This design comes from an exercise in tuning for small area, a short achievable clock period and few clock cycles on the open sky130 flow, not from production work. RTL that was checked went through simulation tests only; none was proved equivalent to the original. Power is estimated from default activity; no workload was simulated.

==> inputs of run a <==
Design lcde, start of the top module:
module lcde (
    input  wire        clk,
    input  wire        rst,           
    input  wire        csr_we,
    input  wire [3:0]  csr_addr,
    input  wire [31:0] csr_wdata,
    output reg  [31:0] csr_rdata,
    output wire [2:0]  status,        
    output reg         pt_req,
    output reg  [16:0] pt_addr,
    input  wire        pt_ack,
    input  wire [31:0] pt_rdata,
    output reg         snk_valid,
    output reg  [1:0]  snk_cmd,
    output reg         cb_req,
    input  wire        cb_ack,
    input  wire [31:0] cb_count,
    output reg         diag
);
clock: 10.0 ns
lec_check: 0
cap_margin: 20
core_margin: 2
core_utilization: 40
cts_cluster_diameter: 80
cts_cluster_size: 24
setup_slack_margin: 4
slew_margin: 20
standard.sh (not shown) runs the stock make flow with config.mk's settings and CLKGATE_MAP_FILE= SYNTH_SCRIPT=/design/flow/synth_recipe.tcl, a recipe that flattens the netlist after the stock synthesis.
==> flow/flow/run.sh <==
#!/bin/bash
# The standard layout (standard synthesis, floorplan, power grid, placement, CTS,
# routing), with one change: the buffer placed on every input and output port
# is a sky130_fd_sc_hd__buf_2 instead of the default delay buffer.
set -euo pipefail
bash standard.sh BUFFER_PORTS_ARGS="-buffer_cell sky130_fd_sc_hd__buf_2" finish > standard_flow.log 2>&1
==> run b (differences from run a) <==
--- a/flow/design.v
+++ b/flow/design.v
@@ -71,15 +71,14 @@
     reg        pf_ws, pf_wl, pf_wy, pf_les, pf_lts, pf_ltl, pf_bad;
     reg [31:0] p_q, g_q;
     reg        sbd_q;
     reg        row0ne_q;
     reg [33:0] u_q;           
     reg [34:0] qm_q;          
     reg [32:0] rm_q;          
-    reg        rraw_q;
     reg        bad_q, gov_q, fl_q;
     reg        is_pcm, is_ppm, is_pwm, is_pwmp, is_pwmt, is_manz;
     wire       cben    = mode_q[3];
     wire       verb    = mode_q[4];
     reg        ne_q, nl_q;    
     assign status = {abort_q, state_q};
     always @(*) begin
@@ -136,54 +135,54 @@
     wire        p_lt_l = r_lt_l;
     wire [1:0]  band   = pf_lts ? 2'd0 : pf_ltl ? 2'd1 : 2'd2;
     wire [33:0] k15    = {1'b0, q_w[32:0]};           
     wire [31:0] ub     = is_pcm ? short_q : ph_q ? g_q : p_q;
     wire [33:0] u_sub;
     wire        u_co;
     lcde_add #(.W(34)) u_us (.a(u_q), .b(~{2'b00, ub}), .cin(1'b1), .s(u_sub), .co(u_co));
-    wire        mz_hit = !u_co;                       
+    wire        mz_hit = u_sub[33];                   
     wire [33:0] ym_load = r_w[33:0];                  
     wire [34:0] pg_sum  = q_w;
     wire [34:0] qm_load;                              
-    wire        c3;
+    wire [32:0] rm_load;                              
+    wire        c3, c4;
     lcde_add #(.W(35)) u_ql (.a(pg_sum), .b({4'b1111, ~long_q[31:1]}), .cin(~long_q[0]), .s(qm_load), .co(c3));
+    lcde_add #(.W(33)) u_rl (.a({1'b0, reset_q}), .b(~{1'b0, long_q}), .cin(1'b1), .s(rm_load), .co(c4));
     wire        bad_load = (short_q != long_q) && !(s_lt_q && r_lt_s);
     wire [33:0] ym_sub = u_sub;
     wire [34:0] qm_sub;
     wire [32:0] rm_sub;
     wire        c5, c6;
     lcde_add #(.W(35)) u_qs (.a(qm_q), .b(~{3'b000, long_q}), .cin(1'b1), .s(qm_sub), .co(c5));
     lcde_add #(.W(33)) u_rs (.a(rm_q), .b(~{1'b0, long_q}), .cin(1'b1), .s(rm_sub), .co(c6));
     wire        e_b1   = !u_q[33];
     wire [31:0] ev_sum;
     wire        c7;
     lcde_add #(.W(32)) u_ev (.a(events_q), .b(cb_count), .cin(1'b0), .s(ev_sum), .co(c7));
     wire        e_qp   = !qm_q[34];
-    wire        rneg   = rraw_q ? !c6 : rm_q[32];          
-    wire        e_b0   = e_qp && !rneg;
+    wire        e_b0   = e_qp && !rm_q[32];
     wire [15:0] n_inc   = n_q + 16'd1;
     wire        n_end   = ne_q;
     wire        n_last  = nl_q;
     wire        n_last2 = ((n_q + 16'd2) == num_q);
     wire        run_ok   = (cs_q == C_RUN) && !n_end;
     wire        p_run    = run_ok && pfv_q && (is_pcm ? gv_q : !ph_q);
     wire        g_run    = run_ok && gv_q && (is_pcm ? pfv_q :  ph_q);
     wire [16:0] addr_inc  = pt_addr + (is_ppm ? 17'd2 : 17'd1);
-    wire        more_cur  = lt35({19'd0, pt_addr[16:1]},  {19'd0, num_q}, 1'b1);
-    wire        more_inc  = lt35({19'd0, addr_inc[16:1]}, {19'd0, num_q}, 1'b1);
+    wire        more_cur  = (pt_addr[16:1]  < num_q);
+    wire        more_inc  = (addr_inc[16:1] < num_q);
     reg  [1:0]  state_d;
     reg         abort_d;
     reg  [31:0] events_d;
     reg  [15:0] n_d;
     reg  [2:0]  cs_d;
     reg         ph_d, pv_d, gv_d, sbd_d, row0ne_d;
     reg  [33:0] u_d;
     reg  [34:0] qm_d;
     reg  [32:0] rm_d;
-    reg         rraw_d;
     reg         bad_d, gov_d, fl_d;
     reg         snk_valid_d, diag_d, cb_req_d, pt_req_d;
     reg  [1:0]  snk_cmd_d;
     reg  [16:0] pt_addr_d;
     reg         p_use, g_use, acc, fetch_on;
     reg         fcond, last, n_step;
     task automatic emit(input [1:0] cmd);
@@ -192,16 +191,15 @@
             snk_cmd_d   = cmd;
         end
     endtask
     task automatic pcm_load;
         begin
             u_d   = ym_load;
             qm_d  = qm_load;
-            rm_d  = {1'b0, reset_q};
-            rraw_d = 1'b1;
+            rm_d  = rm_load;
             bad_d = pf_bad;
             gov_d = g_gt_r;
             fl_d  = 1'b1;
             p_use = 1'b1;
             g_use = 1'b1;
             cs_d  = C_EMIT;
         end
@@ -234,15 +232,14 @@
         cs_d      = cs_q;
         ph_d      = ph_q;
         sbd_d     = sbd_q;
         row0ne_d  = row0ne_q;
         u_d       = u_q;
         qm_d      = qm_q;
         rm_d      = rm_q;
-        rraw_d    = rraw_q;
         bad_d     = bad_q;
         gov_d     = gov_q;
         fl_d      = fl_q;
         snk_valid_d = 1'b0;
         snk_cmd_d   = snk_cmd;
         diag_d      = 1'b0;
         cb_req_d    = 1'b0;
@@ -347,27 +344,20 @@
                 end
             end
             C_EMIT: begin
                 if (e_b1) begin
                     emit(CMD_B1);
                     u_d = ym_sub;
                     if (e_qp) qm_d = qm_sub;
-                    if (rraw_q) begin
-                        rm_d   = rm_sub;
-                        rraw_d = 1'b0;
-                    end
-                    last = !u_co && !(e_qp && c5 && !rneg) && !bad_q && !fcond;
-                end else if (e_b0 && rraw_q) begin
-                    rm_d   = rm_sub;
-                    rraw_d = 1'b0;
+                    last = ym_sub[33] && !(e_qp && !qm_sub[34] && !rm_q[32]) && !bad_q && !fcond;
                 end else if (e_b0) begin
                     emit(CMD_B0);
                     qm_d = qm_sub;
                     rm_d = rm_sub;
-                    last = !(c5 && c6) && !bad_q && !fcond;
+                    last = !(!qm_sub[34] && !rm_sub[32]) && !bad_q && !fcond;
                 end else if (bad_q) begin
                     emit(CMD_CLR);
                     bad_d = 1'b0;
                     last  = 1'b1;
                 end else if (fcond && row0ne_q) begin
                     fl_d = 1'b0;
                     flush;
@@ -447,15 +437,14 @@
         end
         snk_cmd  <= snk_cmd_d;
         sbd_q    <= sbd_d;
         row0ne_q <= row0ne_d;
         u_q      <= u_d;
         qm_q     <= qm_d;
         rm_q     <= rm_d;
-        rraw_q   <= rraw_d;
         bad_q    <= bad_d;
         gov_q    <= gov_d;
         fl_q     <= fl_d;
         if (!pfv_q) begin
             pf_ws  <= win_s;
             pf_wl  <= win_l;
             pf_wy  <= win_y;
==> flow/run.sh (new file) <==
#!/bin/bash
# synth_recipe.tcl (not shown) runs the flow's synth.tcl, then flattens the netlist and writes it again
# the make line also repeats each setting of config.mk as NAME=value (left out here)
make -C /OpenROAD-flow-scripts/flow DESIGN_CONFIG=/design/flow/config.mk WORK_HOME=/design/flow/orfs CLKGATE_MAP_FILE= SYNTH_SCRIPT=/design/flow/synth_recipe.tcl finish
CORE_UTILIZATION = 60   (was 40)
CTS_CLUSTER_DIAMETER = default   (was 80)
CTS_CLUSTER_SIZE = default   (was 24)
removed: flow/flow/run.sh
removed: flow/standard.sh
==> notes <==
Run a ran to the end with no violations. Run b completed and failed the layout checks on max-capacitance violations, max-slew violations. Critical path depth: run a is lower than run b (2). Of run b and run a, run a has the higher flip-flop and latch count (gap 1). Sequential power: run b is higher than run a (about 3%). Global-route usage: run a is lower than run b (12 points). In run a the first-iteration DRC count is smaller than in run b, by about 12%. Against run a, the die area of run b is lower by 31%. Between run b and run a, the lower worst setup slack is in run b (gap 0.0058 ns). Of run b and run a, run a has the higher sequential share of layout area (gap 1.9 points). In run a the wire length is higher than in run b, by about 1.3%. Against run b, the non-clock buffer count of run a is lower by 76.
Testbench counts of run a, summed over its fixed seeds: cycles 32,668.
Function not checked in run b: the RTL went through the layout flow alone.

==> re-timing with driven ports <==
The results above use ideal ports. As a check the final layouts listed here were re-extracted and re-timed, cells and wires unchanged. Step 1 (the two cells are an assumption about what drives the block):
set clk [get_ports {clk}]
set_driving_cell -lib_cell sky130_fd_sc_hd__clkbuf_16 $clk
set_driving_cell -lib_cell sky130_fd_sc_hd__buf_2 [delete_from_list [all_inputs] $clk]
Step 2 also shifts input and output timing later by t, the mid clock arrival at the registers, as if the neighbouring blocks saw the same clock. Slacks: no drivers / after step 1 / after step 2; pairs: no drivers / after step 1.
| run | t, ns | setup WS [ns] | latest minus earliest clock arrival (ns) | worst register clock-pin slew, ns | worst data-port slew with drivers (ns) |
|---|---|---|---|---|---|
| run a | 0.668 | 4.028 / 4.007 / 4.007 | 0.046 / 0.047 | 0.10 / 0.10 | 0.08 |
| run b | 0.699 | 4.022 / 3.997 / 3.997 | 0.029 / 0.029 | 0.07 / 0.07 | 0.07 |
The setup slack of run b, which loses most, moves by -0.025 ns with the drivers and by -0.025 ns with both steps.
